From an optimization exercise on the open Yosys and OpenROAD flow, aimed at small area, a short achievable clock period and few clock cycles; shortcuts taken in it are not production practice. The RTL was checked by simulation tests, not by an equivalence proof against the original design. Power figures rest on the tool's default switching activity, not on a simulated workload.

File: flow/constraint.sdc
create_clock -name core_clock -period 10.0 [get_ports {clk}]
set_input_delay 2.0000 -clock core_clock [delete_from_list [all_inputs] [get_ports {clk}]]
set_output_delay 2.0000 -clock core_clock [all_outputs]
set_load 0.01 [all_outputs]
File: flow/design.v
module vmstack_core (
    input  wire        clk,
    input  wire        rst,           
    input  wire        start,         
    input  wire [8:0]  img_len,       
    output wire        mem_req,
    output wire        mem_we,
    output wire [7:0]  mem_addr,
    output wire [31:0] mem_wdata,
    input  wire        mem_ack,
    input  wire [31:0] mem_rdata,
    output wire [1:0]  run,
    output wire [2:0]  fcause,
    output wire [8:0]  pc,
    output wire [8:0]  sp,
    output wire [31:0] result,
    output wire        result_valid,
    output reg         trace_valid,
    output reg  [8:0]  trace_pc,
    output reg  [2:0]  trace_op,
    output wire [31:0] trace_tos,
    output wire        trace_tos_valid
);
    localparam [8:0] ORIGIN = 9'd100;
    localparam [1:0] RUNNING = 2'd0, HALTED = 2'd1, FAULTED = 2'd2, NORUN = 2'd3;
    localparam [2:0] F_ILLEGAL   = 3'd1, F_UNDERFLOW = 3'd2, F_OVERFLOW = 3'd3,
                     F_DIVZERO   = 3'd4, F_RESERVED  = 3'd5, F_PCRANGE  = 3'd6;
    localparam [2:0] OP_HALT = 3'd0, OP_ADD = 3'd1, OP_SUB = 3'd2, OP_MUL = 3'd3,
                     OP_DIV  = 3'd4, OP_PUSH = 3'd5;
    reg [1:0]  run_r;
    reg [2:0]  fc_r;
    reg [8:0]  fpc;         
    reg [8:0]  lim;
    reg        more;        
    reg [6:0]  sp_r;
    reg        sp_emp;      
    reg [29:0] ir;          
    reg        irv;
    reg        k_push, k_halt, k_add, k_sub, k_mul, k_div, k_ill, k_res;
    reg        k_as, k_md;  
    reg [31:0] T, N, A;
    reg        nv, nd;
    reg        s_ex, s_mul, s_div, s_dneg, s_dfix;
    reg        d_first;
    reg [5:0]  cnt;
    reg        qneg;
    reg        stl;         
    reg        sf;          
    reg        fq;          
    wire running = (run_r == RUNNING);
    assign run          = run_r;
    assign fcause       = fc_r;
    assign pc           = fpc;
    assign sp           = {2'b00, sp_r};
    assign result       = T;
    assign result_valid = (run_r == HALTED) && !sp_emp;
    assign trace_tos    = T;
    assign trace_tos_valid = !sp_emp;
    assign mem_req   = sf || fq;
    assign mem_we    = sf && k_push;
    assign mem_addr  = sf ? {1'b0, sp_r} : fpc[7:0];
    assign mem_wdata = N;
    wire [1:0] rtag = mem_rdata[31:30];
    wire       rlow = (mem_rdata[29:3] == 27'd0);
    wire [2:0] rop  = mem_rdata[2:0];
    wire       r_op = (rtag == 2'b01) && rlow;
    wire ex_go = running && s_ex && irv && !stl;
    wire e_as  = s_ex && k_as;
    wire e_md  = s_ex && k_md;
    wire xs_N  = e_as;
    wire xs_R  = s_div;
    wire ys_T  = e_as || s_dfix;
    wire ys_N  = e_md || s_dneg || s_div;
    wire inv   = (s_ex && (k_sub || (k_div && N[31]))) || s_dneg || s_dfix || (s_div && !A[31]);
    wire [31:0] pp0  = {32{T[0]}} & N;
    wire [31:0] pp1  = {32{T[1]}} & {N[30:0], 1'b0};
    wire [31:0] cs_s = A ^ pp0 ^ pp1;
    wire [31:0] cs_c = (A & pp0) | (A & pp1) | (pp0 & pp1);
    wire [31:0] P = ({32{s_mul}} & cs_s) | ({32{xs_N}} & N) | ({32{xs_R}} & {A[30:0], T[31]});
    wire [31:0] Q = ({32{s_mul}} & {cs_c[30:0], 1'b0}) |
                    ((({32{ys_T}} & T) | ({32{ys_N}} & N)) ^ {32{inv}});
    wire [31:0] S = P + Q + {31'd0, inv};
    wire [7:0] gT, gN;
    genvar g;
    generate for (g = 0; g < 8; g = g + 1) begin : grp
        assign gT[g] = |T[4*g+3:4*g];
        assign gN[g] = |N[4*g+3:4*g];
    end endgenerate
    wire mul_swap = (gN < gT);
    wire mul_last = (T[31:2] == 30'd0);
    wire div_q0   = d_first && (T < N);
    wire div_skip = (cnt <= 6'd24) && (A[31:24] == 8'd0) && ({A[23:0], T[31:24]} < N);
    wire div_last = div_skip ? (cnt == 6'd24) : (cnt == 6'd31);
    wire t_zero   = (T == 32'd0);
    wire [8:0] fpc_inc = fpc + 9'd1;
    wire [8:0] fpc_dec = fpc - 9'd1;
    reg [1:0]  n_run;
    reg [2:0]  n_fc;
    reg [8:0]  n_fpc, n_lim;
    reg        n_more;
    reg [6:0]  n_sp;
    reg [29:0] n_ir;
    reg        n_irv;
    reg        n_push, n_halt, n_add, n_sub, n_mul, n_div, n_ill, n_res, n_as, n_md;
    reg [31:0] n_T, n_N, n_A;
    reg        n_nv, n_nd;
    reg        n_ex, n_smul, n_sdiv, n_sdneg, n_sdfix, n_dfirst;
    reg [5:0]  n_cnt;
    reg        n_qneg;
    reg        n_tv;
    reg [8:0]  n_tpc;
    reg [2:0]  n_top;
    reg        n_stl, n_sf, n_fq;
    reg        n_ret;       
    always @(*) begin
        n_run = run_r;  n_fc = fc_r;  n_fpc = fpc;  n_lim = lim;  n_more = more;
        n_sp = sp_r;    n_ir = ir;    n_irv = irv;
        n_push = k_push; n_halt = k_halt; n_add = k_add; n_sub = k_sub; n_mul = k_mul;
        n_div = k_div;  n_ill = k_ill; n_res = k_res; n_as = k_as; n_md = k_md;
        n_T = T;  n_N = N;  n_A = A;  n_nv = nv;  n_nd = nd;
        n_ex = s_ex; n_smul = s_mul; n_sdiv = s_div; n_sdneg = s_dneg; n_sdfix = s_dfix;
        n_dfirst = d_first; n_cnt = cnt; n_qneg = qneg;
        n_tv = 1'b0; n_tpc = trace_pc; n_top = trace_op;
        n_ret = 1'b0;
        if (!running) begin
            if (start) begin
                if (img_len > 9'd156) begin
                    n_run = NORUN;
                end else begin
                    n_run   = RUNNING;
                    n_fc    = 3'd0;
                    n_fpc   = ORIGIN;
                    n_lim   = ORIGIN + img_len;
                    n_more  = (img_len != 9'd0);
                    n_sp    = 7'd100;
                    n_irv   = 1'b0;
                    n_nv    = 1'b0;
                    n_nd    = 1'b0;
                    n_ex    = 1'b1;
                    n_smul  = 1'b0;
                    n_sdiv  = 1'b0;
                    n_sdneg = 1'b0;
                    n_sdfix = 1'b0;
                end
            end
        end else begin
            if (fq) begin
                n_ir   = mem_rdata[29:0];
                n_push = (rtag == 2'b00);
                n_res  = (rtag == 2'b10);
                n_ill  = rtag[0] && !(r_op && rop <= 3'd4);
                n_halt = r_op && rop == 3'd0;
                n_add  = r_op && rop == 3'd1;
                n_sub  = r_op && rop == 3'd2;
                n_mul  = r_op && rop == 3'd3;
                n_div  = r_op && rop == 3'd4;
                n_as   = r_op && (rop == 3'd1 || rop == 3'd2);
                n_md   = r_op && (rop == 3'd3 || rop == 3'd4);
                n_irv  = mem_ack;
                if (mem_ack) begin
                    n_fpc  = fpc_inc;
                    n_more = (fpc_inc != lim);
                end
            end else if (ex_go) begin
                n_irv = 1'b0;
            end
            if (sf) begin
                if (k_push) begin
                    if (mem_ack) n_nd = 1'b0;
                end else begin
                    n_N  = mem_rdata;
                    n_nv = mem_ack;
                    n_nd = 1'b0;
                end
            end
            if (s_ex) begin
                if (!irv) begin
                    if (!more) begin
                        n_run = FAULTED;
                        n_fc  = F_PCRANGE;
                    end
                end else if (!stl) begin
                    if (k_ill) begin
                        n_run = FAULTED; n_fc = F_ILLEGAL; n_fpc = fpc_dec;
                    end else if (k_res) begin
                        n_run = FAULTED; n_fc = F_RESERVED; n_fpc = fpc_dec;
                    end else if (k_push) begin
                        if (sp_r == 7'd0) begin
                            n_run = FAULTED; n_fc = F_OVERFLOW; n_fpc = fpc_dec;
                        end else begin
                            n_T  = {2'b00, ir};
                            n_N  = T;
                            n_nv = !sp_emp;
                            n_nd = 1'b1;
                            n_sp = sp_r - 7'd1;
                            n_tv = 1'b1;
                            n_tpc = fpc_dec;
                            n_top = OP_PUSH;
                        end
                    end else if (k_halt) begin
                        n_run = HALTED;
                        n_fpc = fpc;
                        n_tv  = 1'b1;
                        n_tpc = fpc_dec;
                        n_top = OP_HALT;
                    end else begin  
                        if (sp_r > 7'd98) begin
                            n_run = FAULTED; n_fc = F_UNDERFLOW; n_fpc = fpc_dec;
                        end else if (k_div && t_zero) begin
                            n_run = FAULTED; n_fc = F_DIVZERO; n_fpc = fpc_dec;
                        end else begin
                            n_tpc = fpc_dec;
                            if (k_as) begin
                                n_T = S;
                                n_ret = 1'b1;
                                n_top = k_add ? OP_ADD : OP_SUB;
                            end else if (k_mul) begin
                                if (mul_swap) begin
                                    n_T = S;     
                                    n_N = T;
                                end
                                n_A    = 32'd0;
                                n_ex   = 1'b0;
                                n_smul = 1'b1;
                                n_top  = OP_MUL;
                            end else begin       
                                n_T      = S;    
                                n_N      = T;
                                n_qneg   = N[31] ^ T[31];
                                n_A      = 32'd0;
                                n_cnt    = 6'd0;
                                n_dfirst = 1'b1;
                                n_ex     = 1'b0;
                                n_sdneg  = T[31];
                                n_sdiv   = !T[31];
                                n_top    = OP_DIV;
                            end
                        end
                    end
                end
            end
            if (s_mul) begin
                n_A = S;
                n_N = {N[29:0], 2'b00};
                if (mul_last) begin
                    n_T    = S;
                    n_ret = 1'b1;
                    n_smul = 1'b0;
                    n_ex   = 1'b1;
                end else begin
                    n_T = {2'b00, T[31:2]};
                end
            end
            if (s_dneg) begin
                n_N     = S;
                n_sdneg = 1'b0;
                n_sdiv  = 1'b1;
            end
            if (s_div) begin
                n_dfirst = 1'b0;
                if (div_q0) begin
                    n_T    = 32'd0;
                    n_ret = 1'b1;
                    n_sdiv = 1'b0;
                    n_ex   = 1'b1;
                end else begin
                    if (div_skip) begin
                        n_A   = {A[23:0], T[31:24]};
                        n_T   = {T[23:0], 8'd0};
                        n_cnt = cnt + 6'd8;
                    end else begin
                        n_A   = S;
                        n_T   = {T[30:0], !S[31]};
                        n_cnt = cnt + 6'd1;
                    end
                    if (div_last) begin
                        n_sdiv = 1'b0;
                        if (qneg) begin
                            n_sdfix = 1'b1;
                        end else begin
                            n_ret = 1'b1;
                            n_ex = 1'b1;
                        end
                    end
                end
            end
            if (s_dfix) begin
                n_T     = S;
                n_ret = 1'b1;
                n_sdfix = 1'b0;
                n_ex    = 1'b1;
            end
        end
        if (n_ret) begin
            n_nv = 1'b0;
            n_sp = sp_r + 7'd1;
            n_tv = 1'b1;
        end
        if (rst) begin
            n_run = NORUN;
            n_tv  = 1'b0;
        end
        n_stl = (n_push && n_nv && n_nd) || ((n_as || n_md) && !n_nv);
        n_sf  = (n_run == RUNNING) && n_ex && n_irv && n_stl;
        n_fq  = (n_run == RUNNING) && n_more && (!n_irv || (n_ex && !n_stl));
    end
    always @(posedge clk) begin
        run_r <= n_run;  fc_r <= n_fc;  fpc <= n_fpc;  lim <= n_lim;  more <= n_more;
        sp_r <= n_sp;    sp_emp <= (n_sp == 7'd100);
        ir <= n_ir;      irv <= n_irv;
        k_push <= n_push; k_halt <= n_halt; k_add <= n_add; k_sub <= n_sub;
        k_mul <= n_mul;  k_div <= n_div;  k_ill <= n_ill;  k_res <= n_res;
        k_as <= n_as;    k_md <= n_md;
        T <= n_T;  N <= n_N;  A <= n_A;  nv <= n_nv;  nd <= n_nd;
        s_ex <= n_ex;  s_mul <= n_smul;  s_div <= n_sdiv;  s_dneg <= n_sdneg;  s_dfix <= n_sdfix;
        d_first <= n_dfirst;  cnt <= n_cnt;  qneg <= n_qneg;
        trace_valid <= n_tv;  trace_pc <= n_tpc;  trace_op <= n_top;
        stl <= n_stl;  sf <= n_sf;  fq <= n_fq;
    end
endmodule
File: flow/config.mk
export PLATFORM = sky130hd
export DESIGN_NAME = vmstack_core
export DESIGN_NICKNAME = vmstack_core
export VERILOG_FILES = /design/flow/design.v
export SDC_FILE = /design/flow/constraint.sdc
export NUM_CORES = 4
export LEC_CHECK = 0
export CAP_MARGIN = 20
export CORE_MARGIN = 2
export CORE_UTILIZATION = 40
export SETUP_SLACK_MARGIN = 5
export SLEW_MARGIN = 20
File: flow/run.sh
#!/bin/bash
# synth_recipe.tcl (not shown) runs the flow's synth.tcl, then flattens the netlist and writes it again
# the make line also repeats each setting of config.mk as NAME=value (left out here)
make -C /OpenROAD-flow-scripts/flow DESIGN_CONFIG=/design/flow/config.mk WORK_HOME=/design/flow/orfs CLKGATE_MAP_FILE= SYNTH_SCRIPT=/design/flow/synth_recipe.tcl finish
==> results of run 1 <==
[layer usage]
metal  vias to the layer above  track usage, %
met1                      8160            40.0
met4                         0            11.1
met3                       144            5.73
met5                         -               0
met2                       978            48.6
li1                       7418               -
[cell type report]
| class | instances | share of cell area, % |
|---|---|---|
| multi-input cells | 1491 | 51.9 |
| flip-flops and latches | 200 | 28.8 |
| repair buffers | 224 | 10.9 |
| well taps | 539 | 3.36 |
| clock buffers | 18 | 2.19 |
| inverters | 113 | 2.12 |
| clock inverters | 14 | 0.685 |
[repair_timing]
item / in CTS / in global routing
setup endpoints to repair: 31 / 45
pin swaps: 1 / 1
gates resized for setup: 7 / 16
gates cloned: 1 / 0
setup buffers: 3 / 1
[cell usage in the layout, fill, tap and decap left out, drive strengths merged, types with 19 or more instances in the layout]
| cell type | count |
|---|---|
| a211oi | 55 |
| a21o | 35 |
| a21oi | 147 |
| a222oi | 31 |
| a22oi | 76 |
| and2 | 66 |
| buf | 37 |
| clkbuf | 19 |
| clkdlybuf4s50 | 186 |
| dfxtp | 22 |
| edfxtp | 178 |
| fa | 31 |
| ha | 112 |
| inv | 116 |
| mux2i | 34 |
| nand2 | 189 |
| nand3 | 37 |
| nand4 | 20 |
| nor2 | 168 |
| nor3 | 38 |
| nor4 | 24 |
| o21ai | 84 |
| o221ai | 19 |
| xnor2 | 49 |
| xor2 | 50 |
[tightest hold or removal path, delay by kind of cell (launching register included)]
family             cells  cell delay [ns]
DFF                    1             0.32
and+or+nand+nor        1             0.06
AOI/OAI and AO/OA      1             0.06
[how the worst max path moves through the flow]
stage                         startpoint                        end  slack, ns  depth (start not counted)
floorplan               run_r[1]$_DFF_P_  trace_op[0]$_SDFFCE_PP1P_       5.51                          7
global placement          T[0]$_DFFE_PP_            N[31]$_DFFE_PP_       4.68                         15
detailed placement        T[0]$_DFFE_PP_            N[31]$_DFFE_PP_       4.58                         15
CTS                       T[1]$_DFFE_PP_            A[31]$_DFFE_PP_       5.02                         15
global route        s_dfix$_SDFFCE_PP0P_            T[30]$_DFFE_PP_       5.01                         15
finish                   N[14]$_DFFE_PP_            A[31]$_DFFE_PP_       5.19                         12
[power breakdown]
| group | leakage [nW] | internal (mW) | switching, mW |
|---|---|---|---|
| registers | 1.80 | 0.924 | 0.0180 |
| logic | 5.51 | 0.126 | 0.191 |
| clock network | 0.278 | 0.357 | 0.361 |
[through the flow]
stage / util (%) / worst slack, ns / hold slack [ns] / area, sq um
2_1_floorplan: - / 5.51 / 0.440 / 17200
4_1_cts: 47.4 / 5.02 / 0.490 / 20000
5_1_grt: 47.6 / 5.01 / 0.530 / 20100
6_report: 47.6 / 5.19 / 0.485 / 20100
3_5_place_dp: 45.8 / 4.58 / 0.479 / 19300
3_3_place_gp: 45.8 / 4.68 / 0.474 / 19300
[cell families after synthesis]
group | share of synthesized area [%]
other cells | 0.0218
fa+ha+maj | 11.8
simple gates | 17.1
mux | 2.50
compound gates | 23.3
buf+inv | 6.68
flops | 33.6
xor+xnor | 5.04
[registers in the layout, indices dropped and copies added, names as in the netlist, 2 cells and up]
name      cells
trace_op      3
ir           30
trace_pc      9
lim           9
sp_r          7
fc_r          3
A            32
fpc           9
run_r         2
T            32
N            32
cnt           6
==> flow_summary.yaml, run 1 <==
route:
  drc_errors: 0
  met1Wirelength_mm: 27.7
  antenna_left: 0
  topRoutingLayerUsed: "met4"
  routed_wl_mm: 67.4
  dr_wl_met3_mm: 6.28
  num_vias: 16700
  firstDrtPassIters: 7
  wl_per_cell_um: 25.9
  drtIter0Drc: 2044
  vias_per_cell: 6.43
  wl_met2_mm: 31.0
job:
  maxCapViolCount: 0
setup_path:
  cp_top_family: "simple AND/OR/NAND/NOR gates"
  max_stage_delay_ns: 0.70
  r2r_end: "A[31]$_DFFE_PP_"
  rr_worst_depth: 12
  start_kind: "flip-flop"
  crit_arrival_ns: 5.03
  endpoint_kind: "flip-flop"
  path_buf_inv: 1
  r2r-start: "N[14]$_DFFE_PP_"
  cp_data_required_time_ns: 10.22
  worstSetupPathType: "flip-flop to flip-flop"
  rrSetupSlack_ns: 5.19
  path_cells: "inv_1 -> ha_1 -> nand4_1 -> or4_1 -> a211o_1 -> a311oi_1 -> nor2_4 -> and3_1 -> a21oi_4 -> nand3_1 -> mux2i_1 -> nor3_1"
  cp_max_fo: 18
  slowest_stage: "a21oi_4"
cts:
  clockBufferDepth: 2
  ctsHoldBuffers: 0
  htree_levels: 4
  clk_pin_slew_ns: 0.08
  root_buffer: "clkbuf_16"
  clock_latency_ns: 0.47
  clock-sinks: 200
  cts_buffers: 17
  tritoncts: "done"
finish:
  layout-drive-gt1-share_pct: 5.73
  layout.cells.non_filler: 2599
  areaGrowthSynthToFinish_pct: 16.7
  nets: 2235
  fillCellCount: 4072
  regArea_sq_um: 5790
  multi_input_area_sq_um: 10400
  n_antenna_cell: 0
power_and_ir_drop:
  peakVddDrop_uv: 109
  leakage_nw: 7.59
  power.density_nw_per_um2: 98.4
  power_mw: 1.98
global_route:
  grt_pass1_vias: 16063
  antenna_found_initial: 0
  grt_pass1_wl_mm: 101
  track_usage_pct: 30.1
  grt_max_degree: 74
  overflow: 0
sta:
  hold_violations: 0
  rsz0062_at_grt: "false"
  worst_pin_slew_ns: 0.968
  skew_ns: 0.0161
  period_share_pct: 48.1
  tns_ns: 0
  fin_crit_ns: 4.81
  relSlewSlack_pct: 34.9
  max_freq_mhz: 208
  slew_violations: 0
  setup_viol: 0
floorplanning:
  die_y_um: 211
  num_rows: 75
  die-width_um: 211
  pin_count: 189
  initial_core_util_pct: 40.7
  core_area_sq_um: 42200
  dieArea_sq_um: 44700
synthesis:
  synth-seq-cells: 200
  synth_ff_type: "edfxtp_1"
  synth.distinct_cells: 81
  postSynthAreaPerCell_sq_um: 8.80
  yosysTopAreaCell: "edfxtp_1"
  synth_area_leaders: "edfxtp_1, ha_1, a21oi_1"
  synth_area_sq_um: 17200
  yosysWarnings: 1
  synth_edf_count: 178
  yosysTopAreaCellShare_pct: 31.1
  async_flop_share_pct: 0
  syn_inst: 1956
  seq_area_frac_synth_pct: 33.6
  yosys-top-cells-count: "nand2_1, edfxtp_1, nor2_1"
  yosysMostFrequentCell: "nand2_1"
placement:
  gp_congestion: 0.940
  port_buffers: 186
  dp_cells: 2562
  dp_hpwl_mm: 47.1
worst_hold_path:
  worstHoldStart: "k_md$_DFF_P_"
  holdPathEnd: "k_md$_DFF_P_"
  hold_path_depth: 2
  hold_path_class: "flip-flop to flip-flop"
status:
  status: "finished clean"
Testbench counts, summed over its fixed seeds: cycles 54,286.
==> run 2: changes to the inputs <==
--- a/flow/design.v
+++ b/flow/design.v
@@ -18,3 +18,3 @@
     output reg         trace_valid,
-    output reg  [8:0]  trace_pc,
+    output wire [8:0]  trace_pc,
     output reg  [2:0]  trace_op,
@@ -43,3 +43,2 @@
     reg        s_ex, s_mul, s_div, s_dneg, s_dfix;
-    reg        d_first;
     reg [5:0]  cnt;
@@ -58,2 +57,3 @@
     assign trace_tos_valid = !sp_emp;
+    assign trace_pc     = fpc - 9'd1 - {8'd0, irv};
     assign mem_req   = sf || fq;
@@ -66,2 +66,4 @@
     wire       r_op = (rtag == 2'b01) && rlow;
+    wire       r_opx = (rtag == 2'b01);
+    wire       r_binx = r_opx && (rop != 3'd0) && (rop <= 3'd4);
     wire ex_go = running && s_ex && irv && !stl;
@@ -90,3 +92,3 @@
     wire mul_last = (T[31:2] == 30'd0);
-    wire div_q0   = d_first && (T < N);
+    wire div_q0   = (cnt == 6'd0) && (T < N);    
     wire div_skip = (cnt <= 6'd24) && (A[31:24] == 8'd0) && ({A[23:0], T[31:24]} < N);
@@ -106,3 +108,3 @@
     reg        n_nv, n_nd;
-    reg        n_ex, n_smul, n_sdiv, n_sdneg, n_sdfix, n_dfirst;
+    reg        n_ex, n_smul, n_sdiv, n_sdneg, n_sdfix;
     reg [5:0]  n_cnt;
@@ -110,3 +112,2 @@
     reg        n_tv;
-    reg [8:0]  n_tpc;
     reg [2:0]  n_top;
@@ -121,4 +122,4 @@
         n_ex = s_ex; n_smul = s_mul; n_sdiv = s_div; n_sdneg = s_dneg; n_sdfix = s_dfix;
-        n_dfirst = d_first; n_cnt = cnt; n_qneg = qneg;
-        n_tv = 1'b0; n_tpc = trace_pc; n_top = trace_op;
+        n_cnt = cnt; n_qneg = qneg;
+        n_tv = 1'b0; n_top = trace_op;
         n_ret = 1'b0;
@@ -151,9 +152,9 @@
                 n_ill  = rtag[0] && !(r_op && rop <= 3'd4);
-                n_halt = r_op && rop == 3'd0;
-                n_add  = r_op && rop == 3'd1;
-                n_sub  = r_op && rop == 3'd2;
-                n_mul  = r_op && rop == 3'd3;
-                n_div  = r_op && rop == 3'd4;
-                n_as   = r_op && (rop == 3'd1 || rop == 3'd2);
-                n_md   = r_op && (rop == 3'd3 || rop == 3'd4);
+                n_halt = r_opx && rop == 3'd0;
+                n_add  = r_opx && rop == 3'd1;
+                n_sub  = r_opx && rop == 3'd2;
+                n_mul  = r_opx && rop == 3'd3;
+                n_div  = r_opx && rop == 3'd4;
+                n_as   = r_opx && (rop == 3'd1 || rop == 3'd2);
+                n_md   = r_opx && (rop == 3'd3 || rop == 3'd4);
                 n_irv  = mem_ack;
@@ -196,3 +197,2 @@
                             n_tv = 1'b1;
-                            n_tpc = fpc_dec;
                             n_top = OP_PUSH;
@@ -202,4 +202,4 @@
                         n_fpc = fpc;
+                        n_irv = 1'b0;
                         n_tv  = 1'b1;
-                        n_tpc = fpc_dec;
                         n_top = OP_HALT;
@@ -211,3 +211,2 @@
                         end else begin
-                            n_tpc = fpc_dec;
                             if (k_as) begin
@@ -231,3 +230,2 @@
                                 n_cnt    = 6'd0;
-                                n_dfirst = 1'b1;
                                 n_ex     = 1'b0;
@@ -259,3 +257,2 @@
             if (s_div) begin
-                n_dfirst = 1'b0;
                 if (div_q0) begin
@@ -303,4 +300,12 @@
         n_stl = (n_push && n_nv && n_nd) || ((n_as || n_md) && !n_nv);
-        n_sf  = (n_run == RUNNING) && n_ex && n_irv && n_stl;
-        n_fq  = (n_run == RUNNING) && n_more && (!n_irv || (n_ex && !n_stl));
+        if (rst) begin
+            n_sf = 1'b0;
+            n_fq = 1'b0;
+        end else if (running) begin
+            n_sf = (n_run == RUNNING) && n_ex && n_irv && n_stl;
+            n_fq = (n_run == RUNNING) && n_more && (!n_irv || (n_ex && !n_stl));
+        end else begin
+            n_sf = 1'b0;
+            n_fq = start && (img_len != 9'd0) && (img_len <= 9'd156);
+        end
     end
@@ -315,4 +320,4 @@
         s_ex <= n_ex;  s_mul <= n_smul;  s_div <= n_sdiv;  s_dneg <= n_sdneg;  s_dfix <= n_sdfix;
-        d_first <= n_dfirst;  cnt <= n_cnt;  qneg <= n_qneg;
-        trace_valid <= n_tv;  trace_pc <= n_tpc;  trace_op <= n_top;
+        cnt <= n_cnt;  qneg <= n_qneg;
+        trace_valid <= n_tv;  trace_op <= n_top;
         stl <= n_stl;  sf <= n_sf;  fq <= n_fq;
==> run 2 against run 1 <==
- worst hold slack improved by 0.0098 ns
- power decreased by 1.2%
- die area decreased by 0.34%
- sequential power decreased by 4.7%
- critical path depth decreased by 3
- via count increased by 0.37%
- combinational power increased by 14%
- clock-buffer cell count unchanged
- register-to-register slack got worse by 0.05 ns
- clock power decreased by 3.3%
- worst setup slack got worse by 0.054 ns
- global-route usage increased by 0.63 points
- critical path type is now flip-flop to primary output
- critical endpoint is now trace_pc[6]
==> flow_summary.yaml, run 2 <==
status:
  status: "finished clean"
setup_path:
  worstSetupPathType: "flip-flop to primary output"
  r2r-start: "s_div$_SDFFCE_PN0P_"
  cp_top_family: "buffers and inverters"
  crit_arrival_ns: 2.86
  path_buf_inv: 3
  r2r_end: "T[20]$_DFFE_PP_"
  max_stage_delay_ns: 0.56
  rr_worst_depth: 17
  rrSetupSlack_ns: 5.14
  cp_data_required_time_ns: 8.00
  slowest_stage: "clkdlybuf4s50_1"
  cp_max_fo: 6
  start_kind: "flip-flop"
  endpoint_kind: "primary output"
  path_cells: "buf_4 -> buf_4 -> ha_1 -> ha_1 -> and4_1 -> o21ai_1 -> nand2_1 -> xor2_1 -> clkdlybuf4s50_1"
synthesis:
  synth.distinct_cells: 93
  postSynthAreaPerCell_sq_um: 8.85
  synth_area_leaders: "edfxtp_1, ha_1, nand2_1"
  synth_area_sq_um: 17100
  synth-seq-cells: 190
  yosys-top-cells-count: "nand2_1, edfxtp_1, nor2_1"
  yosysTopAreaCell: "edfxtp_1"
  synth_edf_count: 168
  yosysMostFrequentCell: "nand2_1"
  seq_area_frac_synth_pct: 32.0
  yosysWarnings: 1
  synth_ff_type: "edfxtp_1"
  async_flop_share_pct: 0
  yosysTopAreaCellShare_pct: 29.4
  syn_inst: 1938
route:
  num_vias: 16762
  routed_wl_mm: 69.4
  drc_errors: 0
  firstDrtPassIters: 8
  wl_per_cell_um: 26.6
  drtIter0Drc: 2380
  vias_per_cell: 6.42
  antenna_left: 0
sta:
  max_freq_mhz: 206
  fin_crit_ns: 4.86
  setup_viol: 0
  relSlewSlack_pct: 19.9
  period_share_pct: 48.6
  hold_violations: 0
  slew_violations: 0
  rsz0062_at_grt: "true"
  tns_ns: 0
  skew_ns: 0.0213
  worst_pin_slew_ns: 1.20
  holdWs_ns: 0.495
finish:
  nets: 2250
  layout_common_cells: "nand2_1, clkdlybuf4s50_1, edfxtp_1"
  reg.largest.list: "A (32), N (32), T (32)"
  mostFrequentLayoutCell: "nand2_1"
  areaGrowthSynthToFinish_pct: 18.3
  n_antenna_cell: 0
  layout-drive-gt1-share_pct: 7.91
floorplanning:
  die-width_um: 211
  initial_core_util_pct: 40.7
  pin_count: 189
  dieArea_sq_um: 44500
  num_rows: 75
  die_y_um: 211
  core_area_sq_um: 42100
cts:
  clk_pin_slew_ns: 0.07
  cts_buffers: 17
  htree_levels: 4
  clockBufferDepth: 2
  clock_latency_ns: 0.48
  clock-sinks: 190
  tritoncts: "done"
  ctsHoldBuffers: 0
  root_buffer: "clkbuf_16"
placement:
  dp_hpwl_mm: 47.8
  port_buffers: 186
  gp_congestion: 0.970
worst_hold_path:
  holdPathEnd: "nd$_DFF_P_"
  worstHoldStart: "nd$_DFF_P_"
  hold_path_class: "flip-flop to flip-flop"
  hold_path_depth: 1
global_route:
  grt_max_degree: 91
  antenna_found_initial: 0
  overflow: 0
  track_usage_pct: 30.7
  grt_pass1_vias: 16018
  grt_pass1_wl_mm: 103
power_and_ir_drop:
  power.density_nw_per_um2: 96.2
  leakage_nw: 7.84
  peakVddDrop_uv: 120
job:
  maxCapViolCount: 0
[run 2: changes by cell type in the layout (fill, tap and decap cells not counted), moves of 17 or more]
| cell | previous run | this run |
|---|---|---|
| nor3_1 | 38 | 20 |
| a21oi_1 | 143 | 113 |
| a211oi_1 | 55 | 16 |
| a222oi_1 | 31 | 48 |
| buf_4 | 32 | 58 |
| a211o_1 | 6 | 26 |
[run 2: worst register-to-register path, cell delays in order, from the launching register on]
cell,delay [ns]
edfxtp_1,0.52
buf_12,0.21
a211o_1,0.30
buf_8,0.20
a22oi_2,0.24
mux2_2,0.38
fa_1,0.45
a21o_1,0.18
a21oi_2,0.20
o211ai_1,0.19
a31oi_2,0.28
o21ai_2,0.14
a32o_2,0.32
or4_1,0.45
a31oi_4,0.21
xnor2_2,0.11
nand2_1,0.08
o221ai_1,0.11
[run 2: layer usage]
layer  up-vias  part of all wire, %  track usage (%)
li1       7413                    -                -
met1      8215                   41             41.3
met2       980                   46             49.1
met3       154                  9.3             5.11
met4         0                  3.9             12.4
met5         -                    0                0
[run 2: area by class of cell]
cell class	instances	area (sq um)
Tap cell	539	674
Inverter	116	437
Clock buffer	18	429
Sequential cell	190	5490
Timing Repair Buffer	249	2390
Clock inverter	14	128
Multi-Input combinational cell	1486	10700
Fill cell	3976	21800
[run 2: cells by family after synthesis]
family | synth area share [%]
other | 0.0219
AND/OR/NAND/NOR | 17.6
buffers and inverters | 6.57
flip-flops | 32.0
XOR/XNOR | 5.09
multiplexers | 3.38
adder cells (fa/ha/maj) | 11.9
AO/OA/AOI/OAI | 23.4
[run 2: worst max-delay path by stage]
stage | from | depth (start not counted) | endpoint
global placement | s_div$_SDFFCE_PN0P_ | 18 | T[20]$_DFFE_PP_
global route | s_div$_SDFFCE_PN0P_ | 17 | A[30]$_DFFE_PP_
CTS | fpc[0]$_SDFFCE_PN0P_ | 10 | trace_pc[7]
detailed placement | s_div$_SDFFCE_PN0P_ | 18 | T[20]$_DFFE_PP_
finish | fpc[0]$_SDFFCE_PN0P_ | 9 | trace_pc[6]
floorplan | T[1]$_DFFE_PP_ | 18 | T[20]$_DFFE_PP_
[run 2: what timing repair did]
| item | 4_1_cts | 5_1_grt |
|---|---|---|
| gates resized for setup | 14 | 23 |
| pin swaps | 2 | 6 |
| setup endpoints to repair | 71 | 43 |
| buffers inserted | 25 | 11 |
| gates cloned | 0 | 1 |
[run 2: where the power goes]
group | total (mW) | internal [mW] | switching (mW)
Clock | 0.694 | 0.329 | 0.366
Combinational | 0.361 | 0.146 | 0.215
Sequential | 0.898 | 0.879 | 0.0187
Total | 1.95 | 1.35 | 0.599
[run 2: stage by stage]
step	instance area [sq um]	std cells	power, mW	setup WS (ns)	util (%)
floorplan	17200	1939	1.13	5.29	-
global placement	19200	2542	1.25	4.16	45.7
detailed placement	19200	2542	1.25	3.98	45.7
CTS	20100	2599	1.94	5.01	47.6
global route	20300	2612	2.01	4.98	48.2
finish	20300	2612	1.95	5.14	48.2
Testbench counts of run 2, summed over its fixed seeds: cycles 54,286.
==> run 3: changes to the inputs <==
==> flow/flow/run.sh (new file) <==
#!/bin/bash
set -euo pipefail
cd "$(dirname "$0")/.."
bash ./standard.sh "BUFFER_PORTS_ARGS=-buffer_cell sky130_fd_sc_hd__buf_1" finish > run_flow.log 2>&1
==> flow/standard.sh (new file) <==
#!/bin/bash
# synth_recipe.tcl (not shown) runs the flow's synth.tcl, then flattens the netlist and writes it again
# the make line also repeats each setting of config.mk as NAME=value (left out here)
make -C /OpenROAD-flow-scripts/flow DESIGN_CONFIG=/design/flow/config.mk WORK_HOME=/design/flow/orfs CLKGATE_MAP_FILE= SYNTH_SCRIPT=/design/flow/synth_recipe.tcl "${@:-finish}"
removed: flow/run.sh
==> run 3 against run 2 <==
- still clean
- die area stayed put
- sequential share of layout area up 1.8 points
- sequential power about the same
- power is 0.91% higher
- clock-buffer cell count shrank 1
==> flow_summary.yaml, run 3 <==
worst_hold_path:
  hold_path_class: "flip-flop to flip-flop"
  hold_path_depth: 1
synthesis:
  yosys-top-cells-count: "nand2_1, edfxtp_1, nor2_1"
  yosysTopAreaCellShare_pct: 29.4
  synth.distinct_cells: 93
  seq_area_frac_synth_pct: 32.0
  async_flop_share_pct: 0
  synth_area_sq_um: 17100
  yosysWarnings: 1
  postSynthAreaPerCell_sq_um: 8.85
  syn_inst: 1938
  yosysTopAreaCell: "edfxtp_1"
  synth_ff_type: "edfxtp_1"
  yosysMostFrequentCell: "nand2_1"
  synth-seq-cells: 190
  synth_area_leaders: "edfxtp_1, ha_1, nand2_1"
  synth_edf_count: 168
cts:
  ctsHoldBuffers: 0
  clock_latency_ns: 0.51
  clockBufferDepth: 2
  clock-sinks: 190
  cts_buffers: 17
  root_buffer: "clkbuf_16"
  tritoncts: "done"
  clk_pin_slew_ns: 0.09
  htree_levels: 4
power_and_ir_drop:
  power_mw: 1.97
  power.density_nw_per_um2: 103
  peakVddDrop_uv: 162
  leakage_nw: 7.28
sta:
  period_share_pct: 49.2
  hold_violations: 0
  setup_viol: 0
  slew_violations: 0
  rsz0062_at_grt: "false"
  worst_pin_slew_ns: 1.15
  skew_ns: 0.0198
  fin_crit_ns: 4.92
  tns_ns: 0
  max_freq_mhz: 203
  relSlewSlack_pct: 23.2
finish:
  nets: 2244
  reg.largest.list: "A (32), N (32), T (32)"
  mostFrequentLayoutCell: "nand2_1"
  layout_common_cells: "nand2_1, buf_1, edfxtp_1"
  layout-drive-gt1-share_pct: 7.40
  n_antenna_cell: 0
  areaGrowthSynthToFinish_pct: 11.1
floorplanning:
  initial_core_util_pct: 40.7
  core_area_sq_um: 42100
  pin_count: 189
  num_rows: 75
  die-width_um: 211
  dieArea_sq_um: 44500
  die_y_um: 211
setup_path:
  worstSetupPathType: "flip-flop to flip-flop"
  rr_worst_depth: 16
  slowest_stage: "edfxtp_1"
  cp_max_fo: 28
  start_kind: "flip-flop"
  cp_top_family: "compound AO/OA/AOI/OAI gates"
  path_cells: "buf_4 -> and2_1 -> fa_1 -> a222oi_1 -> inv_1 -> ha_1 -> nand3_1 -> nor2_1 -> a211oi_1 -> o21ai_1 -> a32o_1 -> or4_1 -> a31oi_1 -> xnor2_1 -> nand2_1 -> o221ai_1"
  endpoint_kind: "flip-flop"
  cp_data_required_time_ns: 10.24
  crit_arrival_ns: 5.15
  path_buf_inv: 2
  path_depth: 16
  max_stage_delay_ns: 0.49
route:
  wl_met2_mm: 30.4
  drtIter0Drc: 2223
  dr_wl_met3_mm: 6.41
  wl_per_cell_um: 25.5
  vias_per_cell: 6.39
  topRoutingLayerUsed: "met4"
  routed_wl_mm: 66.5
  antenna_left: 0
  num_vias: 16658
  drc_errors: 0
  met1Wirelength_mm: 26.7
  firstDrtPassIters: 7
global_route:
  antenna_found_initial: 0
  overflow: 0
  grt_pass1_wl_mm: 98.1
  track_usage_pct: 29.5
  grt_pass1_vias: 15618
  grt_max_degree: 79
job:
  maxCapViolCount: 0
status:
  status: "finished clean"
placement:
  gp_congestion: 0.956
  port_buffers: 186
  dp_hpwl_mm: 46.2
[run 3: cell counts after synthesis]
Identical to the previous run, type by type.
[run 3: worst reg2reg max path, delay by kind of cell (launching register included)]
| kind | cells | cell delay [ns] |
|---|---|---|
| simple gates | 5 | 0.96 |
| compound gates | 6 | 1.74 |
| fa+ha+maj | 2 | 0.79 |
| flops | 1 | 0.49 |
| buf+inv | 2 | 0.52 |
| xor+xnor | 1 | 0.14 |
[run 3: layer usage]
layer | vias up | global-route usage, %
met3 | 153 | 6.94
met2 | 930 | 46.8
met5 | - | 0
met1 | 8158 | 37.8
li1 | 7417 | -
met4 | 0 | 14.1
[run 3: cells by family (layout without fill, tap and decap cells)]
kind of cell | count (synthesis) | in the layout | share of synthesized area (%)
AOI/OAI and AO/OA | 562 | 563 | 23.4
adders and majority gates | 145 | 145 | 11.9
DFF | 190 | 190 | 32.0
and+or+nand+nor | 622 | 622 | 17.6
buffers and inverters | 263 | 390 | 6.57
other | 1 | 2 | 0.0219
xor gates and xnor gates | 98 | 98 | 5.09
muxes | 57 | 57 | 3.38
[run 3: power breakdown]
part           total, mW  leakage, nW  switching [mW]  internal [mW]
Clock              0.743        0.298           0.385          0.358
Combinational      0.331         5.28           0.210          0.121
Sequential         0.897         1.70          0.0182          0.879
Total               1.97         7.28           0.613           1.36
[run 3: what timing repair did]
item / 4_1_cts / 5_1_grt
pin swaps: 0 / 2
cloned: 0 / 1
setup buffers: 8 / 19
endpoints found under the setup margin: 52 / 15
resized for setup: 8 / 12
[run 3: worst paths after layout]
kind                       start              end  slack [ns]
setup / recovery  T[0]$_DFFE_PP_  T[20]$_DFFE_PP_        5.08
hold / removal        nd$_DFF_P_       nd$_DFF_P_        0.50
setup reg to reg  T[0]$_DFFE_PP_  T[20]$_DFFE_PP_        5.08
hold reg to reg       nd$_DFF_P_       nd$_DFF_P_        0.50
[run 3: area by class of cell]
class                      count  area, sq um
fill                        4179        23100
sequential                   190         5490
multi-input combinational   1487        10700
inverter                     116          437
tap                          539          674
clock buffer                  17          425
clock inverter                15          178
timing repair buffer         242         1140
[run 3: metrics by stage]
step	hold WS [ns]	cell area (sq um)	cells	setup WS (ns)	util (%)
2_1_floorplan	0.455	17200	1939	5.29	-
3_3_place_gp	0.468	18100	2545	4.40	43.0
3_5_place_dp	0.482	18100	2545	4.24	43.0
4_1_cts	0.500	18800	2585	5.02	44.6
5_1_grt	0.514	19000	2606	4.98	45.2
6_report	0.502	19000	2606	5.08	45.2
==> run 4: changes to the inputs <==
==> flow/flow/run.sh (replaced) <==
#!/bin/bash
set -euo pipefail
cd "$(dirname "$0")/.."
bash ./standard.sh "BUFFER_PORTS_ARGS=-buffer_cell sky130_fd_sc_hd__buf_1" \
    SETUP_SLACK_MARGIN=5.5 finish > run_flow.log 2>&1
--- a/flow/config.mk
+++ b/flow/config.mk
@@ -10,3 +10,2 @@
 export CORE_UTILIZATION = 40
-export SETUP_SLACK_MARGIN = 5
 export SLEW_MARGIN = 20
==> run 4 against run 3 <==
- worst setup slack better by 0.24 ns
- fmax up 5.1%
- clock-buffer cell count increased by 1
- first-iteration DRC count is 6.7% lower
- critical path depth decreased by 5
- utilization up 2.8 points
- die area did not move
- critical path type is now flip-flop to primary output
- still clean on timing, DRC and antenna
- clock skew increased by 0.0012 ns
- clock power about the same
- routed wire length rose by 6.5%
- sequential power hardly changed
==> flow_summary.yaml, run 4 <==
setup_path:
  path_cells: "buf_4 -> inv_4 -> ha_4 -> nand2_2 -> nor3_2 -> a31oi_2 -> o32ai_2 -> nand4_1 -> or3b_4 -> xor2_1 -> buf_2"
  slowest_stage: "or3b_4"
  max_stage_delay_ns: 0.43
  endpoint_kind: "primary output"
  crit_start: "fpc[1]$_SDFFCE_PN0P_"
  cp_max_fo: 5
  rr_worst_depth: 18
  start_kind: "flip-flop"
  worstSetupPathType: "flip-flop to primary output"
  cp_data_required_time_ns: 8.00
  crit_arrival_ns: 2.68
  r2r-start: "s_div$_SDFFCE_PN0P_"
power_and_ir_drop:
  peakVddDrop_uv: 109
  power_mw: 2.03
  power.density_nw_per_um2: 100
  leakage_nw: 7.83
sta:
  tns_ns: 0
  slew_violations: 0
  setup_viol: 0
  rsz0062_at_grt: "true"
  skew_ns: 0.0210
  max_freq_mhz: 214
  relSlewSlack_pct: 24.0
  worst_pin_slew_ns: 1.13
  layout_setup_ws_ns: 5.32
  hold_violations: 0
  period_share_pct: 46.8
  fin_crit_ns: 4.68
synthesis:
  async_flop_share_pct: 0
  synth_edf_count: 168
  synth_area_sq_um: 17100
  yosysMostFrequentCell: "nand2_1"
  postSynthAreaPerCell_sq_um: 8.85
  yosysTopAreaCellShare_pct: 29.4
  yosys-top-cells-count: "nand2_1, edfxtp_1, nor2_1"
  synth.distinct_cells: 93
  synth-seq-cells: 190
  yosysTopAreaCell: "edfxtp_1"
  synth_ff_type: "edfxtp_1"
  yosysWarnings: 1
  syn_inst: 1938
  synth_area_leaders: "edfxtp_1, ha_1, nand2_1"
  seq_area_frac_synth_pct: 32.0
floorplanning:
  core_area_sq_um: 42100
  num_rows: 75
  dieArea_sq_um: 44500
  die_y_um: 211
  pin_count: 189
  die-width_um: 211
  initial_core_util_pct: 40.7
status:
  status: "finished clean"
cts:
  clock-sinks: 190
  tritoncts: "done"
  cts_buffers: 17
  clock_latency_ns: 0.49
  clockBufferDepth: 2
  clk_pin_slew_ns: 0.08
  ctsHoldBuffers: 0
  htree_levels: 4
  root_buffer: "clkbuf_16"
placement:
  gp_congestion: 0.956
  dp_hpwl_mm: 47.2
  dp_slack_ns: 4.20
  port_buffers: 186
  dpl_cell_area_sq_um: 18100
finish:
  mostFrequentLayoutCell: "nand2_1"
  nets: 2315
  reg.largest.list: "A (32), N (32), T (32)"
  n_antenna_cell: 0
  areaGrowthSynthToFinish_pct: 18.1
  layout_common_cells: "nand2_1, buf_1, edfxtp_1"
  layout-drive-gt1-share_pct: 13.8
  design_area_sq_um: 20200
route:
  drtIter0Drc: 2075
  vias_per_cell: 6.39
  wl_per_cell_um: 26.5
  drc_errors: 0
  firstDrtPassIters: 6
  num_vias: 17094
  routed_wl_mm: 70.8
  antenna_left: 0
global_route:
  antenna_found_initial: 0
  busiest_layer: "met2"
  track_usage_pct: 30.3
  grt_pass1_wl_mm: 101
  met3_usage_pct: 6.18
  overflow: 0
  grtUsageMet2_pct: 49.8
  grt_max_degree: 74
  grt_pass1_vias: 15867
  met1_usage_pct: 38.1
job:
  maxCapViolCount: 0
worst_hold_path:
  hold_path_class: "flip-flop to flip-flop"
  worstHoldStart: "nd$_DFF_P_"
  hold_path_depth: 1
-- run 4: cell counts after synthesis --
No cell type changed its count.
-- run 4: metrics by stage --
stage               hold slack (ns)  instances  utilization, %
floorplan                     0.455       1939               -
global placement              0.467       2543            43.0
detailed placement            0.469       2544            43.0
CTS                           0.488       2618            45.8
global route                  0.504       2677            48.1
finish                        0.487       2677            48.1
-- run 4: logic make-up after synthesis --
family                     share of synthesized area [%]
xor gates and xnor gates                            5.09
other                                             0.0219
muxes                                               3.38
and+or+nand+nor                                     17.6
AOI/OAI and AO/OA                                   23.4
DFF                                                 32.0
adders and majority gates                           11.9
buffers and inverters                               6.57
-- run 4: area by class of cell --
class                           count  area, sq um
Timing Repair Buffer              313         1890
Clock inverter                     14          178
Tap cell                          539          674
Multi-Input combinational cell   1487        11100
Clock buffer                       18          450
Sequential cell                   190         5490
Fill cell                        4033        21900
Inverter                          116          444
-- run 4: repair_timing --
action                                  in CTS  in global routing
gates cloned                                 2                  5
setup buffers                               40                 54
endpoints found under the setup margin      87                 57
gates resized for setup                     49                 88
pin swaps                                   12                 51
-- run 4: report_power, final --
group	switching [mW]	total, mW	internal (mW)
logic	0.233	0.388	0.156
clock network	0.389	0.745	0.356
registers	0.0188	0.898	0.879
total	0.641	2.03	1.39
-- run 4: layer usage --
metal / up-vias / wire, um
li1: 7558 / -
met1: 8301 / 27800
met2: 1019 / 32800
met3: 216 / 6360
met4: 0 / 3900
met5: - / 0
-- run 4: path summary, 6_finish.rpt --
path,to,slack (ns)
setup / recovery,trace_pc[7],5.32
hold / removal,nd$_DFF_P_,0.49
setup reg to reg,T[20]$_DFFE_PP_,5.40
hold reg to reg,nd$_DFF_P_,0.49
-- run 4: critical path, delay by kind of cell (launching register included) --
kind | cells | cell delay (ns)
AOI/OAI and AO/OA | 2 | 0.31
xor gates and xnor gates | 1 | 0.14
adders and majority gates | 1 | 0.16
buffers and inverters | 3 | 0.38
DFF | 1 | 0.39
and+or+nand+nor | 4 | 0.83
==> run 5: changes to the inputs <==
==> flow/flow/run.sh (replaced) <==
#!/bin/bash
set -euo pipefail
cd "$(dirname "$0")/.."
bash ./standard.sh "BUFFER_PORTS_ARGS=-buffer_cell sky130_fd_sc_hd__buf_1" \
    SETUP_SLACK_MARGIN=5.3 finish > run_flow.log 2>&1
==> run 5 against run 4 <==
- largest cell class unchanged
- critical path type unchanged
- critical endpoint unchanged
- still clean
- power down 3.4%
- register-to-register slack about the same
- clock-buffer cell count unchanged
- global-route usage up 0.30 points
- clock skew down 0.0048 ns
- die area unchanged
- sequential share of layout area up 1.2 points
- synthesized cell count unchanged
==> flow_summary.yaml, run 5 <==
status:
  status: "finished clean"
global_route:
  grt_max_degree: 79
  grt_pass1_wl_mm: 102
  grt_pass1_vias: 16071
  antenna_found_initial: 3
  track_usage_pct: 30.6
  overflow: 0
synthesis:
  seq_area_frac_synth_pct: 32.0
  synth_mux_area_share_pct: 3.38
  synth_area_sq_um: 17100
  synth_edf_count: 168
  syn_inst: 1938
  yosys-top-cells-count: "nand2_1, edfxtp_1, nor2_1"
  synth.distinct_cells: 93
  postSynthAreaPerCell_sq_um: 8.85
  synth_compound_area_share_pct: 23.4
  synth-seq-cells: 190
  synth_area_leaders: "edfxtp_1, ha_1, nand2_1"
  synth_xor_area_share_pct: 5.09
  synthAdderAreaFrac_pct: 11.9
  yosysMostFrequentCell: "nand2_1"
  yosys.area_share.simple_pct: 17.6
  yosysTopAreaCellShare_pct: 29.4
  async_flop_share_pct: 0
  synth_top_family_by_area: "compound AO/OA/AOI/OAI gates"
  yosysWarnings: 1
  yosysTopAreaCell: "edfxtp_1"
  synth_ff_type: "edfxtp_1"
worst_hold_path:
  worstHoldStart: "nd$_DFF_P_"
  holdPathEnd: "nd$_DFF_P_"
  hold_path_class: "flip-flop to flip-flop"
  hold_path_depth: 1
sta:
  worst_pin_slew_ns: 1.22
  slew_violations: 0
  rsz0062_at_grt: "true"
  fin_crit_ns: 4.74
  relSlewSlack_pct: 18.0
  skew_ns: 0.0161
  setup_viol: 0
  hold_violations: 0
  tns_ns: 0
  max_freq_mhz: 211
  period_share_pct: 47.4
setup_path:
  slowest_stage: "edfxtp_1"
  rrSetupSlack_ns: 5.39
  r2r_end: "T[20]$_DFFE_PP_"
  start_kind: "flip-flop"
  max_stage_delay_ns: 0.52
  endpoint_kind: "primary output"
  worstSetupPathType: "flip-flop to primary output"
  r2r-start: "s_div$_SDFFCE_PN0P_"
  path_cells: "inv_2 -> ha_4 -> nand2_2 -> nor3_2 -> a31oi_1 -> o32ai_2 -> buf_4 -> nand4_1 -> or3b_4 -> xor2_1 -> buf_2"
  rr_worst_depth: 18
  crit_arrival_ns: 2.74
  cp_data_required_time_ns: 8.00
  cp_max_fo: 4
placement:
  gp_congestion: 0.957
  dp_hpwl_mm: 46.7
  port_buffers: 186
  dp_cells: 2544
finish:
  layout_common_cells: "nand2_1, buf_1, edfxtp_1"
  layout-drive-gt1-share_pct: 9.56
  multi_input_area_sq_um: 10800
  reg.largest.list: "A (32), N (32), T (32)"
  layout.cells.non_filler: 2631
  regArea_sq_um: 5490
  fillCellCount: 4139
  areaGrowthSynthToFinish_pct: 13.1
  nets: 2268
  mostFrequentLayoutCell: "nand2_1"
power_and_ir_drop:
  peakVddDrop_uv: 177
  leakage_nw: 7.45
  swShare_pct: 31.5
  p_clk_share_pct: 36.4
  p_int_mw: 1.34
  comb_power_share_pct: 17.9
  p_seq_share_pct: 45.7
  power.density_nw_per_um2: 101
  power_switching_uw: 619
cts:
  clk_pin_slew_ns: 0.08
  root_buffer: "clkbuf_16"
  clock-sinks: 190
  tritoncts: "done"
  cts_buffers: 17
  clock_latency_ns: 0.51
  htree_levels: 4
  ctsHoldBuffers: 0
  clockBufferDepth: 2
job:
  maxCapViolCount: 0
route:
  drc_errors: 0
  topRoutingLayerUsed: "met5"
  wl_met2_mm: 31.8
  antenna_left: 0
  firstDrtPassIters: 10
  num_vias: 17089
  wl_per_cell_um: 26.4
  vias_per_cell: 6.50
  dr_wl_met3_mm: 7.14
  drtIter0Drc: 2370
  met1Wirelength_mm: 27.0
  routed_wl_mm: 69.5
floorplanning:
  die-width_um: 211
  initial_core_util_pct: 40.7
  core_area_sq_um: 42100
  die_y_um: 211
  pin_count: 189
  num_rows: 75
  dieArea_sq_um: 44500
[run 5: power groups by stage]
stage	Combinational [mW]	Sequential (mW)	Clock [mW]
2_1_floorplan	0.222	0.907	0
3_3_place_gp	0.311	0.916	0
3_5_place_dp	0.316	0.916	0
4_1_cts	0.328	0.897	0.722
5_1_grt	0.380	0.899	0.746
6_report	0.352	0.897	0.714
[run 5: worst max-delay path: cells and delay by family (launching register included)]
family | cells | cell delay (ns)
AOI/OAI and AO/OA | 2 | 0.25
DFF | 1 | 0.52
buffers and inverters | 3 | 0.45
adders and majority gates | 1 | 0.16
xor gates and xnor gates | 1 | 0.14
and+or+nand+nor | 4 | 0.71
[run 5: logic make-up after synthesis]
logic type / after synthesis
buffers and inverters: 263
AOI/OAI and AO/OA: 562
other: 1
DFF: 190
and+or+nand+nor: 622
muxes: 57
adders and majority gates: 145
xor gates and xnor gates: 98
[run 5: stage by stage]
step | util (%) | total power, mW | setup slack (ns) | instance area [sq um] | hold WS, ns
2_1_floorplan | - | 1.13 | 5.31 | 17200 | 0.455
3_3_place_gp | 42.9 | 1.23 | 4.61 | 18100 | 0.467
3_5_place_dp | 43.0 | 1.23 | 4.50 | 18100 | 0.475
4_1_cts | 45.0 | 1.95 | 5.28 | 19000 | 0.495
5_1_grt | 46.0 | 2.02 | 5.13 | 19400 | 0.525
6_report | 46.0 | 1.96 | 5.26 | 19400 | 0.499
[run 5: worst max path at each step]
stage / from / to / slack (ns) / cells after the start
2_1_floorplan: T[0]$_DFFE_PP_ / T[20]$_DFFE_PP_ / 5.31 / 18
3_3_place_gp: s_div$_SDFFCE_PN0P_ / T[20]$_DFFE_PP_ / 4.61 / 18
3_5_place_dp: s_div$_SDFFCE_PN0P_ / T[20]$_DFFE_PP_ / 4.50 / 18
4_1_cts: s_div$_SDFFCE_PN0P_ / T[20]$_DFFE_PP_ / 5.28 / 18
5_1_grt: fpc[1]$_SDFFCE_PN0P_ / trace_pc[8] / 5.13 / 13
6_report: fpc[1]$_SDFFCE_PN0P_ / trace_pc[7] / 5.26 / 11
[run 5: timing repair]
item | CTS | global route
setup buffers | 24 | 28
pin swaps | 6 | 11
resized for setup | 27 | 39
setup endpoints to repair | 64 | 40
cloned | 0 | 2
[run 5: cell type report]
type,count,share of cell area [%]
Tap cell,539,3.48
Timing Repair Buffer,267,7.25
Clock buffer,18,2.26
Antenna cell,1,0.0129
Multi-Input combinational cell,1486,55.8
Inverter,116,2.25
Sequential cell,190,28.3
Clock inverter,14,0.645
[run 5: metal layers]
layer	GRT usage, %	vias to the layer above
li1	-	7467
met1	39.3	8365
met2	48.3	1041
met3	7.00	212
met4	15.6	4
met5	0	-
==> run 6: changes to the inputs <==
--- a/flow/design.v
+++ b/flow/design.v
@@ -127,6 +127,4 @@
             if (start) begin
-                if (img_len > 9'd156) begin
-                    n_run = NORUN;
-                end else begin
-                    n_run   = RUNNING;
+                n_run = (img_len > 9'd156) ? NORUN : RUNNING;
+                begin
                     n_fc    = 3'd0;
==> run 6 against run 5 <==
- die area down 1.3%
- non-clock buffer count fell by 11
- combinational power rose by 110%
- worst setup slack better by 0.098 ns
- sequential power rose by 5.2%
- clock power fell by 2%
- largest power group unchanged
- highest routed layer is now met4
==> flow_summary.yaml, run 6 <==
sta:
  hold_violations: 0
  holdWs_ns: 0.516
  relSlewSlack_pct: 34.3
  tns_ns: 0
  fin_crit_ns: 4.64
  worst_pin_slew_ns: 0.981
  layout_setup_ws_ns: 5.36
  rsz0062_at_grt: "true"
  max_freq_mhz: 216
  slew_violations: 0
  period_share_pct: 46.4
  skew_ns: 0.0207
  setup_viol: 0
setup_path:
  cp_common_cell: "a221oi_1"
  cp_top_family: "compound AO/OA/AOI/OAI gates"
  max_stage_delay_ns: 0.46
  cp_max_fo: 39
  crit_arrival_ns: 4.86
  path_buf_inv: 2
  worstSetupPathType: "flip-flop to flip-flop"
  slowest_stage: "fa_1"
  path_cells: "buf_12 -> ha_1 -> fa_1 -> a222oi_1 -> inv_1 -> ha_4 -> nand4_1 -> a221oi_1 -> a221o_1 -> o2111ai_4 -> a211oi_4 -> and4_1 -> a2111oi_4 -> xnor2_2 -> a221oi_1 -> a21oi_1"
  start_kind: "flip-flop"
  cp_data_required_time_ns: 10.22
  endpoint_kind: "flip-flop"
finish:
  layout-drive-gt1-share_pct: 7.93
  regArea_sq_um: 5490
  layout_common_cells: "nand2_1, buf_1, edfxtp_1"
  nets: 2257
  layout.cells.non_filler: 2620
  mostFrequentLayoutCell: "nand2_1"
  finish.utilization_pct: 45.5
  reg.largest.list: "A (32), N (32), T (32)"
  areaGrowthSynthToFinish_pct: 12.5
  fillCellCount: 4158
  multi_input_area_sq_um: 10600
route:
  wl_per_cell_um: 26.5
  dr_wl_met3_mm: 7.04
  met1Wirelength_mm: 27.9
  wl_met2_mm: 31.0
  firstDrtPassIters: 8
  topRoutingLayerUsed: "met4"
  num_vias: 16933
  vias_per_cell: 6.46
  routed_wl_mm: 69.5
  drc_errors: 0
  drtIter0Drc: 2347
  antenna_left: 0
cts:
  cts_buffers: 17
  tritoncts: "done"
  clock-sinks: 190
  clk_pin_slew_ns: 0.08
  htree_levels: 4
  clock_latency_ns: 0.49
  root_buffer: "clkbuf_16"
  clockBufferDepth: 2
synthesis:
  synth_ff_type: "edfxtp_1"
  async_flop_share_pct: 0
  synth.distinct_cells: 77
  yosys-top-cells-count: "nand2_1, edfxtp_1, a21oi_1"
  synth_edf_count: 168
  yosysMostFrequentCell: "nand2_1"
  synth-seq-cells: 190
  yosysTopAreaCell: "edfxtp_1"
  postSynthAreaPerCell_sq_um: 8.70
  yosysWarnings: 1
  synth_area_leaders: "edfxtp_1, ha_1, a21oi_1"
  seq_area_frac_synth_pct: 32.4
  synth_area_sq_um: 16900
  yosysTopAreaCellShare_pct: 29.8
  syn_inst: 1947
placement:
  dp_hpwl_mm: 48.1
  dp_slack_ns: 4.53
  gp_congestion: 0.921
  port_buffers: 186
  dp_cells: 2552
worst_hold_path:
  hold_path_class: "flip-flop to flip-flop"
status:
  status: "finished clean"
global_route:
  grt_pass1_wl_mm: 103
  grt_max_degree: 67
  antenna_found_initial: 0
  grt_pass1_vias: 16197
  track_usage_pct: 31.2
  overflow: 0
power_and_ir_drop:
  power_switching_uw: 869
  power.density_nw_per_um2: 124
  p_int_mw: 1.50
  p_seq_share_pct: 39.9
  swShare_pct: 36.7
  peakVddDrop_uv: 114
  comb_power_share_pct: 30.6
  p_clk_share_pct: 29.5
  leakage_nw: 7.19
floorplanning:
  num_rows: 75
  core_area_sq_um: 41900
  initial_core_util_pct: 40.5
  pin_count: 189
  die-width_um: 210
  die_y_um: 210
  dieArea_sq_um: 44000
job:
  maxCapViolCount: 0
==> run 6: changes by cell type after synthesis, moves of 12 or more <==
cell | previous run | this run
a211oi_1 | 16 | 65
a22oi_1 | 72 | 87
nor2_1 | 163 | 151
a21oi_1 | 114 | 155
o21ai_0 | 85 | 107
mux2i_1 | 50 | 37
nor4_1 | 18 | 33
a31oi_1 | 31 | 12
a211o_1 | 26 | 4
a222oi_1 | 48 | 31
==> run 6: worst reg2reg max path, cell delays in order (launching register included) <==
cell       delay, ns
edfxtp_1        0.42
buf_12          0.21
ha_1            0.23
fa_1            0.46
a222oi_1        0.37
inv_1           0.13
ha_4            0.32
nand4_1         0.18
a221oi_1        0.25
a221o_1         0.29
o2111ai_4       0.19
a211oi_4        0.43
and4_1          0.31
a2111oi_4       0.07
xnor2_2         0.18
a221oi_1        0.29
a21oi_1         0.06
==> run 6: what timing repair did <==
action | CTS | global route
pin swaps | 3 | 5
gates resized for setup | 28 | 37
hold buffers | 0 | 0
gates cloned | 1 | 0
buffers inserted | 8 | 26
setup endpoints to repair | 74 | 66
==> run 6: area by class of cell <==
class                      instances  share of cell area (%)
tap                              539                    3.54
sequential                       190                    28.8
antenna                            1                  0.0131
inverter                         105                    2.09
clock buffer                      19                    2.33
multi-input combinational       1497                    55.8
timing repair buffer             256                    6.77
clock inverter                    13                   0.618
==> run 6: power by group through the flow <==
| stage | sequential [mW] | clock, mW | combinational, mW |
|---|---|---|---|
| global route | 0.947 | 0.726 | 0.785 |
| finish | 0.944 | 0.699 | 0.723 |
| global placement | 0.963 | 0 | 0.646 |
| CTS | 0.944 | 0.702 | 0.680 |
| floorplan | 0.942 | 0 | 0.462 |
| detailed placement | 0.964 | 0 | 0.655 |
==> run 6: layer usage <==
| layer | track usage [%] | vias to the layer above |
|---|---|---|
| met5 | 0 | - |
| met4 | 15.7 | 0 |
| met3 | 7.30 | 204 |
| met2 | 48.4 | 993 |
| met1 | 40.7 | 8293 |
| li1 | - | 7443 |
==> run 6: per-stage QoR <==
stage,cell area [sq um],power [mW]
final,19000,2.37
after global routing,19000,2.46
after CTS,18700,2.33
after detailed placement,17900,1.62
after global placement,17900,1.61
after floorplan,16900,1.40
==> run 6: worst paths after layout <==
kind	endpoint	startpoint	slack, ns	depth (start not counted)
max	A[29]$_DFFE_PP_	T[1]$_DFFE_PP_	5.36	16
min	nd$_DFF_P_	nd$_DFF_P_	0.52	2
max reg2reg	A[29]$_DFFE_PP_	T[1]$_DFFE_PP_	5.36	16
min reg2reg	nd$_DFF_P_	nd$_DFF_P_	0.52	2
==> run 6: logic make-up after synthesis <==
family | Yosys count | share of synthesized area (%)
compound gates | 601 | 23.8
other cells | 1 | 0.0222
fa+ha+maj | 145 | 12.1
mux | 45 | 2.72
flops | 190 | 32.4
buf+inv | 262 | 6.60
simple gates | 596 | 16.8
xor+xnor | 107 | 5.54
Testbench counts of run 6, summed over its fixed seeds: cycles 54,286.
==> run 7: changes to the inputs <==
==> flow/flow/run.sh (replaced) <==
#!/bin/bash
set -euo pipefail
cd "$(dirname "$0")/.."
bash ./standard.sh "BUFFER_PORTS_ARGS=-buffer_cell sky130_fd_sc_hd__buf_1" \
    SETUP_SLACK_MARGIN=5.5 finish > run_flow.log 2>&1
==> run 7 against run 6 <==
- combinational power is about 10% higher
- clock-buffer cell count is 1 lower
- routed wire length is 2.1% higher
- power grew 4.1%
- sequential share of layout area is 0.93 points lower
- still clean on timing, DRC and antenna
- critical endpoint unchanged
- first-iteration DRC count grew 4.5%
- sequential cell count unchanged
- highest routed layer unchanged
==> flow_summary.yaml, run 7 <==
status:
  status: "finished clean"
synthesis:
  yosysMostFrequentCell: "nand2_1"
  synthAdderAreaFrac_pct: 12.1
  yosysWarnings: 1
  synth_area_leaders: "edfxtp_1, ha_1, a21oi_1"
  yosys.area_share.simple_pct: 16.8
  syn_inst: 1947
  synth-seq-cells: 190
  synth_edf_count: 168
  synth.distinct_cells: 77
  yosysTopAreaCellShare_pct: 29.8
  synth_mux_area_share_pct: 2.72
  synth_xor_area_share_pct: 5.54
  synth_ff_type: "edfxtp_1"
  synth_area_sq_um: 16900
  yosysTopAreaCell: "edfxtp_1"
  yosys-top-cells-count: "nand2_1, edfxtp_1, a21oi_1"
  postSynthAreaPerCell_sq_um: 8.70
  synth_top_family_by_area: "compound AO/OA/AOI/OAI gates"
  async_flop_share_pct: 0
  seq_area_frac_synth_pct: 32.4
  synth_compound_area_share_pct: 23.8
cts:
  clock-sinks: 190
  cts_buffers: 17
  clock_latency_ns: 0.50
  clk_pin_slew_ns: 0.08
  htree_levels: 4
  root_buffer: "clkbuf_16"
  tritoncts: "done"
  clockBufferDepth: 2
route:
  drtIter0Drc: 2452
  num_vias: 17002
  routed_wl_mm: 70.9
  wl_per_cell_um: 26.9
  antenna_left: 0
  drc_errors: 0
  firstDrtPassIters: 9
  vias_per_cell: 6.45
global_route:
  grt_pass1_vias: 15986
  track_usage_pct: 31.7
  antenna_found_initial: 2
  grt_pass1_wl_mm: 104
  grt_max_degree: 67
  overflow: 0
sta:
  period_share_pct: 45.3
  setup_viol: 0
  max_freq_mhz: 221
  skew_ns: 0.0129
  rsz0062_at_grt: "true"
  relSlewSlack_pct: 31.6
  fin_crit_ns: 4.53
  slew_violations: 0
  holdWs_ns: 0.498
  worst_pin_slew_ns: 1.02
  hold_violations: 0
  tns_ns: 0
setup_path:
  cp_top_family: "compound AO/OA/AOI/OAI gates"
  max_stage_delay_ns: 0.46
  start_kind: "flip-flop"
  slowest_stage: "fa_1"
  path_buf_inv: 4
  worstSetupPathType: "flip-flop to flip-flop"
  cp_max_fo: 7
  crit_arrival_ns: 4.79
  cp_data_required_time_ns: 10.26
  endpoint_kind: "flip-flop"
  path_cells: "buf_6 -> buf_12 -> and2_1 -> fa_1 -> a222oi_1 -> inv_1 -> ha_4 -> a21o_1 -> a21o_1 -> a211o_1 -> a211oi_4 -> a211oi_4 -> buf_6 -> and4_4 -> a2111oi_4 -> xnor2_2 -> a221oi_2 -> a21oi_1"
worst_hold_path:
  hold_path_class: "flip-flop to flip-flop"
floorplanning:
  die_y_um: 210
  die-width_um: 210
  num_rows: 75
  core_area_sq_um: 41900
  initial_core_util_pct: 40.5
  pin_count: 189
  dieArea_sq_um: 44000
placement:
  port_buffers: 186
  dp_hpwl_mm: 47.9
  gp_congestion: 0.956
power_and_ir_drop:
  power.density_nw_per_um2: 125
  leakage_nw: 7.38
  peakVddDrop_uv: 170
finish:
  mostFrequentLayoutCell: "nand2_1"
  reg.largest.list: "A (32), N (32), T (32)"
  nets: 2271
  layout_common_cells: "nand2_1, buf_1, edfxtp_1"
  finish.utilization_pct: 47.0
  layout-drive-gt1-share_pct: 11.2
  areaGrowthSynthToFinish_pct: 16.2
job:
  maxCapViolCount: 0
run 7: cell types whose count changed in the layout (fill, tap and decap cells not counted), moves of 4 or more:
| cell | previous run | this run |
|---|---|---|
| a21oi_2 | 1 | 5 |
| nand2_2 | 1 | 5 |
| xnor2_1 | 39 | 33 |
| a21oi_1 | 151 | 147 |
| xnor2_2 | 3 | 9 |
| nor3_1 | 22 | 18 |
| ha_4 | 1 | 14 |
| and2_1 | 73 | 69 |
| ha_1 | 113 | 97 |
| nand2_1 | 190 | 186 |
| buf_6 | 2 | 8 |
| buf_4 | 63 | 69 |
run 7: path summary, 6_finish.rpt:
path              slack (ns)              end           start  cells past startpoint
setup / recovery        5.47  A[29]$_DFFE_PP_  T[1]$_DFFE_PP_                     18
hold / removal          0.50       nd$_DFF_P_      nd$_DFF_P_                      2
setup reg to reg        5.47  A[29]$_DFFE_PP_  T[1]$_DFFE_PP_                     18
hold reg to reg         0.50       nd$_DFF_P_      nd$_DFF_P_                      2
run 7: cells by family (layout without fill, tap and decap cells):
group                    count (synthesis)  count (layout)
AO/OA/AOI/OAI                          601             601
AND/OR/NAND/NOR                        596             596
buffers and inverters                  262             408
flip-flops                             190             190
adder cells (fa/ha/maj)                145             145
XOR/XNOR                               107             107
multiplexers                            45              45
other                                    1               3
run 7: routing by layer:
layer	track usage, %	share of wire (%)	wire [um]
met4	14.6	5.0	3570
met5	0	0	0
met1	42.0	40	28200
met3	6.91	10	7430
met2	49.7	45	31700
run 7: stage by stage:
| stage | instance area (sq um) | power, mW | setup slack, ns | std cells |
|---|---|---|---|---|
| finish | 19700 | 2.46 | 5.47 | 2634 |
| global route | 19700 | 2.55 | 5.30 | 2633 |
| CTS | 19000 | 2.38 | 5.46 | 2610 |
| detailed placement | 17900 | 1.62 | 4.32 | 2549 |
| global placement | 17900 | 1.61 | 4.40 | 2549 |
| floorplan | 17000 | 1.41 | 5.50 | 1948 |
run 7: worst min-delay path, delay by kind of cell, from the launching register on:
| family | cells | cell delay, ns |
|---|---|---|
| DFF | 1 | 0.31 |
| AOI/OAI and AO/OA | 1 | 0.10 |
| and+or+nand+nor | 1 | 0.05 |
run 7: layout make-up:
type / instances / area (sq um)
sequential: 190 / 5490
antenna: 1 / 2.50
fill: 4086 / 22200
timing repair buffer: 271 / 1490
multi-input combinational: 1496 / 11000
clock buffer: 18 / 429
tap: 539 / 674
inverter: 105 / 405
clock inverter: 14 / 151
run 7: repair_timing:
item / CTS / global route
resized for setup: 54 / 77
hold buffers: 0 / 0
gates cloned: 2 / 1
setup buffers: 27 / 21
pin swaps: 15 / 60
endpoints found under the setup margin: 93 / 56
run 7: power by group:
group | internal, mW | switching (mW)
combinational | 0.302 | 0.494
sequential | 0.903 | 0.0424
clock | 0.354 | 0.367
total | 1.56 | 0.904

Check on run 7: ideal ports give 5.466 ns setup slack; a clkbuf_16 on the clock port and buf_2 on the inputs give 5.466 ns; moving port delays by the midpoint clock arrival (0.552 ns) as well gives 5.466 ns.
